This design comes from an exercise in tuning for small area on the open sky130 flow, not from production work.
In this exercise RTL edits were held to simulation tests only and were not proved equivalent to the original.
The clock input has no modelled driver; a real chip could not lean on it and would need a root buffer or a full tree.
Power is estimated from default activity; no workload was simulated.

// cpusim_core
module cpusim_core (
    input  wire        clk,
    input  wire        rst,         
    output wire [15:0] mem_addr,
    output wire        mem_re,
    output wire        mem_we,
    output wire [15:0] mem_wdata,
    input  wire [15:0] mem_rdata
);
Size: ~310 cells after synthesis, roughly 140 flip-flops, ~52 I/O pins, roughly 0.0037 mm^2 of cells after synthesis.
==> module cpusim_core, before the edit <==
module cpusim_core (
    input  wire        clk,
    input  wire        rst,         
    output wire [15:0] mem_addr,
    output wire        mem_re,
    output wire        mem_we,
    output wire [15:0] mem_wdata,
    input  wire [15:0] mem_rdata
);
    reg  [4:0]  cnt;
    reg         clr;      
    reg  [31:0] a;        
    reg  [15:0] r1, r2, r3, r4, r6, r7;
    reg         c;        
    reg         z;        
    reg         ldf;      
    wire       h1   = cnt[4];
    wire [3:0] b    = cnt[3:0];
    wire       b15  = (b == 4'd15);
    wire [2:0] op   = r1[2:0];
    wire [2:0] t    = r1[8:6];
    wire [2:0] s    = r1[5:3];      
    wire       cp   = (op == 3'b100);
    wire       alu  = (op == 3'b101);
    wire at16  = (cnt == 5'd16);
    wire ldcap = at16 & (op == 3'b001);
    wire [15:0] r1_d = ((cnt == 5'd0) | ldcap) ? mem_rdata : r1;
    wire r1_bit = r1_d[b];
    wire alu_o, alu_co;
    cpusim_alu u_alu (
        .x  (r2[0]),
        .y  (r3[0]),
        .ci (c),
        .zx (r1_d[11]),
        .nx (r1_d[10]),
        .zy (r1_d[9]),
        .ny (r1_d[8]),
        .f  (r1_d[7]),
        .no (r1_d[6]),
        .out(alu_o),
        .co (alu_co)
    );
    wire alu_en = ~h1 & (r1_d[2:0] == 3'b101);
    wire taken  = alu & (r1[13] == z) & (r1[12] == alu_o);
    wire r0_inc = a[16] ^ c;
    reg src;
    always @(*) begin
        case (s)
            3'd0: src = r0_inc;
            3'd1: src = r1_bit;
            3'd2: src = r2[0];
            3'd3: src = r3[0];
            3'd4: src = r4[0];
            3'd5: src = a[0];
            3'd6: src = r6[0];
            default: src = r7[0];
        endcase
    end
    wire act  = h1 & ~clr & ~ldf;       
    wire cpw  = act & cp;
    wire wr0  = act & ((cp & (t == 3'd0)) | z);    
    wire wr2  = cpw & (t == 3'd2);
    wire wr3  = cpw & (t == 3'd3);
    wire wr4  = cpw & (t == 3'd4);
    wire wr5  = cpw & (t == 3'd5);
    wire wr6  = cpw & (t == 3'd6);
    wire wr7  = cpw & (t == 3'd7);
    wire ld6  = ldf | ldcap;           
    wire win  = act & (b >= 4'd3) & (b <= 4'd10);
    wire sett = win & (op == 3'b011);   
    wire setl = win & (op == 3'b010);   
    assign mem_addr  = a[15:0];
    assign mem_wdata = r7;
    assign mem_we    = at16 & ~clr & (op == 3'b000);
    assign mem_re    = ~mem_we;    
    always @(posedge clk) begin
        cnt <= rst ? 5'd0 : {cnt[4] ^ (&cnt[3:0]), cnt[3] ^ (&cnt[2:0]),
                             cnt[2] ^ (&cnt[1:0]), cnt[1] ^ cnt[0], ~cnt[0]};
        clr <= rst | (clr & (cnt != 5'd31));
        ldf <= ldcap | (ldf & ~b15);
        if (h1) c <= b15 ? 1'b0 : (a[16] & c);
        else    c <= b15 ? ~clr : alu_co;
        if (h1) z <= z | b15;
        else    z <= b15 ? taken : (z & ~alu_o);
        r1 <= r1_d;
        a[14:0]  <= a[15:1];
        a[15]    <= h1 ? (wr0 ? src : r0_inc) : a[16];
        a[30:16] <= a[31:17];
        a[31]    <= clr ? 1'b0 : (wr5 ? src : a[0]);
        r2 <= {clr ? 1'b0 : (wr2 ? src : r2[0]), r2[15:1]};
        r3 <= {clr ? 1'b0 : (wr3 ? src : r3[0]), r3[15:1]};
        r4 <= {clr ? 1'b0 : (alu_en ? alu_o : (wr4 ? src : r4[0])), r4[15:1]};
        r6 <= {clr ? 1'b0 : (ld6 ? r1_bit : (wr6 ? src : r6[0])), r6[15:1]};
        r7[15]   <= clr ? 1'b0 : (wr7 ? src : r7[0]);
        r7[14:13] <= r7[15:14];
        r7[12]   <= sett ? r1_bit : r7[13];
        r7[11:5] <= r7[12:6];
        r7[4]    <= setl ? r1_bit : r7[5];
        r7[3:0]  <= r7[4:1];
    end
endmodule
==> flow/config.mk <==
export PLATFORM = sky130hd
export DESIGN_NAME = cpusim_core
export DESIGN_NICKNAME = cpusim_core
export VERILOG_FILES = /design/flow/design.v
export SDC_FILE = /design/flow/constraint.sdc
export NUM_CORES = 4
export LEC_CHECK = 0
export ABC_AREA = 1
export CAP_MARGIN = 20
export CORE_MARGIN = 2
export CORE_UTILIZATION = 80
export PLACE_DENSITY = 0.85
export SLEW_MARGIN = 20
==> flow/constraint.sdc <==
create_clock -name core_clock -period 10.0 [get_ports {clk}]
set_input_delay 2.0000 -clock core_clock [delete_from_list [all_inputs] [get_ports {clk}]]
set_output_delay 2.0000 -clock core_clock [all_outputs]
set_load 0.01 [all_outputs]
standard.sh (not shown) runs the stock make flow with config.mk's settings and CLKGATE_MAP_FILE= SYNTH_SCRIPT=/design/flow/synth_recipe.tcl, a recipe that flattens the netlist after the stock synthesis.
==> flow/flow/run.sh <==
#!/bin/bash
# Own layout flow: the standard flow (standard.sh) with
#  - synthesis as standard (same registers, same names), except that adders
#    are left to ABC (no fa/ha cells) and ABC maps for area with amap; the
#    synthesis is run once per flow/abc_*.script and the smallest result
#    (Yosys's chip area) is kept (synth_choice.log)
#  - one buf_1 on every input and output port
#  - a hand-built clock tree (flow/clock_tree.tcl, run as the PRE_CTS hook):
#    clkbuf leaves, each driving a cluster of flip-flops, the smallest tree
#    whose estimated clock-pin slew is at most 110 ps
# Each step's full output stays in orfs/logs; make's output goes to *.log here.
set -euo pipefail
here=$(pwd)
best=""
best_area=""
: > synth_choice.log
for s in "$here"/flow/abc_*.script; do
  name=$(basename "$s" .script)
  rm -rf "$here/orfs" "$here/scripts_area"
  cp -r "$FLOW_HOME/scripts" "$here/scripts_area"
  cp "$s" "$here/scripts_area/abc_area.script"
  SCRIPTS_DIR="$here/scripts_area" bash standard.sh ADDER_MAP_FILE= synth > "synth_$name.log" 2>&1
  area=$(sed -n "s/.*Chip area for module.*: *\([0-9.]*\).*/\1/p" "$here/orfs/reports/sky130hd/cpusim_core/base/synth_stat.txt" | head -1)
  echo "$name $area" >> synth_choice.log
  if [[ -z "$best" ]] || awk -v a="$area" -v b="$best_area" 'BEGIN { exit !(a < b) }'; then
    best="$name"
    best_area="$area"
    rm -rf "$here/orfs_best"
    mv "$here/orfs" "$here/orfs_best"
  fi
done
rm -rf "$here/orfs" "$here/scripts_area"
mv "$here/orfs_best" "$here/orfs"
echo "kept $best $best_area" >> synth_choice.log
export BUFFER_PORTS_ARGS="-buffer_cell sky130_fd_sc_hd__buf_1"
export PRE_CTS_TCL="$here/flow/clock_tree.tcl"
bash standard.sh finish > layout.log 2>&1
Other scripts of this flow, unchanged in this note and not shown: flow/flow/abc_am5.script, flow/flow/abc_p.script, flow/flow/abc_s14.script, flow/flow/abc_s15.script, flow/flow/abc_s3.script, flow/flow/abc_t2.script, flow/flow/clock_tree.tcl
Next try:
--- a/flow/design.v
+++ b/flow/design.v
@@ -33,5 +33,4 @@
     reg         c;        
     reg         z;        
-    reg         ldf;      
     wire       h1   = cnt[4];
     wire [3:0] b    = cnt[3:0];
@@ -44,4 +43,5 @@
     wire at16  = (cnt == 5'd16);
     wire ldcap = at16 & (op == 3'b001);
+    wire ldf   = h1 & z & ~r1[0];      
     wire [15:0] r1_d = ((cnt == 5'd0) | ldcap) ? mem_rdata : r1;
     wire r1_bit = r1_d[b];
@@ -85,5 +85,5 @@
     wire wr6  = cpw & (t == 3'd6);
     wire wr7  = cpw & (t == 3'd7);
-    wire ld6  = ldf | ldcap;           
+    wire ld6  = ldf | ldcap;
     wire win  = act & (b >= 4'd3) & (b <= 4'd10);
     wire sett = win & (op == 3'b011);   
@@ -97,10 +97,9 @@
                              cnt[2] ^ (&cnt[1:0]), cnt[1] ^ cnt[0], ~cnt[0]};
         clr <= rst | (clr & (cnt != 5'd31));
-        ldf <= ldcap | (ldf & ~b15);
         if (h1) c <= b15 ? 1'b0 : (a[16] & c);
         else    c <= b15 ? ~clr : alu_co;
-        if (h1) z <= z | b15;
+        if (h1) z <= z | b15 | ldcap;
         else    z <= b15 ? taken : (z & ~alu_o);
-        r1 <= r1_d;
+        r1 <= {r1_d[15:1], r1_d[0] & ~ldcap};
         a[14:0]  <= a[15:1];
         a[15]    <= h1 ? (wr0 ? src : r0_inc) : a[16];
Result: The changed run produced a clean layout. Total power went down by 1.5%. Sequential share of layout area went down by 0.40 points. Hold slack barely changes. Via count went down by 4.4%. Die area stays flat. Area after synthesis hardly moves. Critical path depth went up by 2. Utilization went down by 0.14 points.
No run of this note takes its clock network from TritonCTS; it comes from the design's own scripts or RTL.

-- what the ideal ports hide --
The results above use ideal ports. As a check the final layouts listed here were re-extracted and re-timed, cells and wires unchanged.
Step 1: set_driving_cell puts a clkbuf_16 on clk and a buf_2 on each other input, an assumption about the parent block.
Step 2 also shifts input and output timing later by t, the mid clock arrival at the registers, as if the neighbouring blocks saw the same clock.
Three values: ideal ports, drivers, drivers and shift; two values: the first two.
| run | shift t [ns] | setup WS [ns] | cell pins on the clock port's net |
|---|---|---|---|
| the first run | 0.391 | 5.492 / 5.489 / 5.098 | 1 |
| the second run | 0.400 | 4.781 / 4.781 / 4.781 | 1 |
After both steps setup and hold are still met in every run listed. For the first run, which loses most, drivers alone change the setup slack by -0.003 ns; drivers and shift together by -0.394 ns.
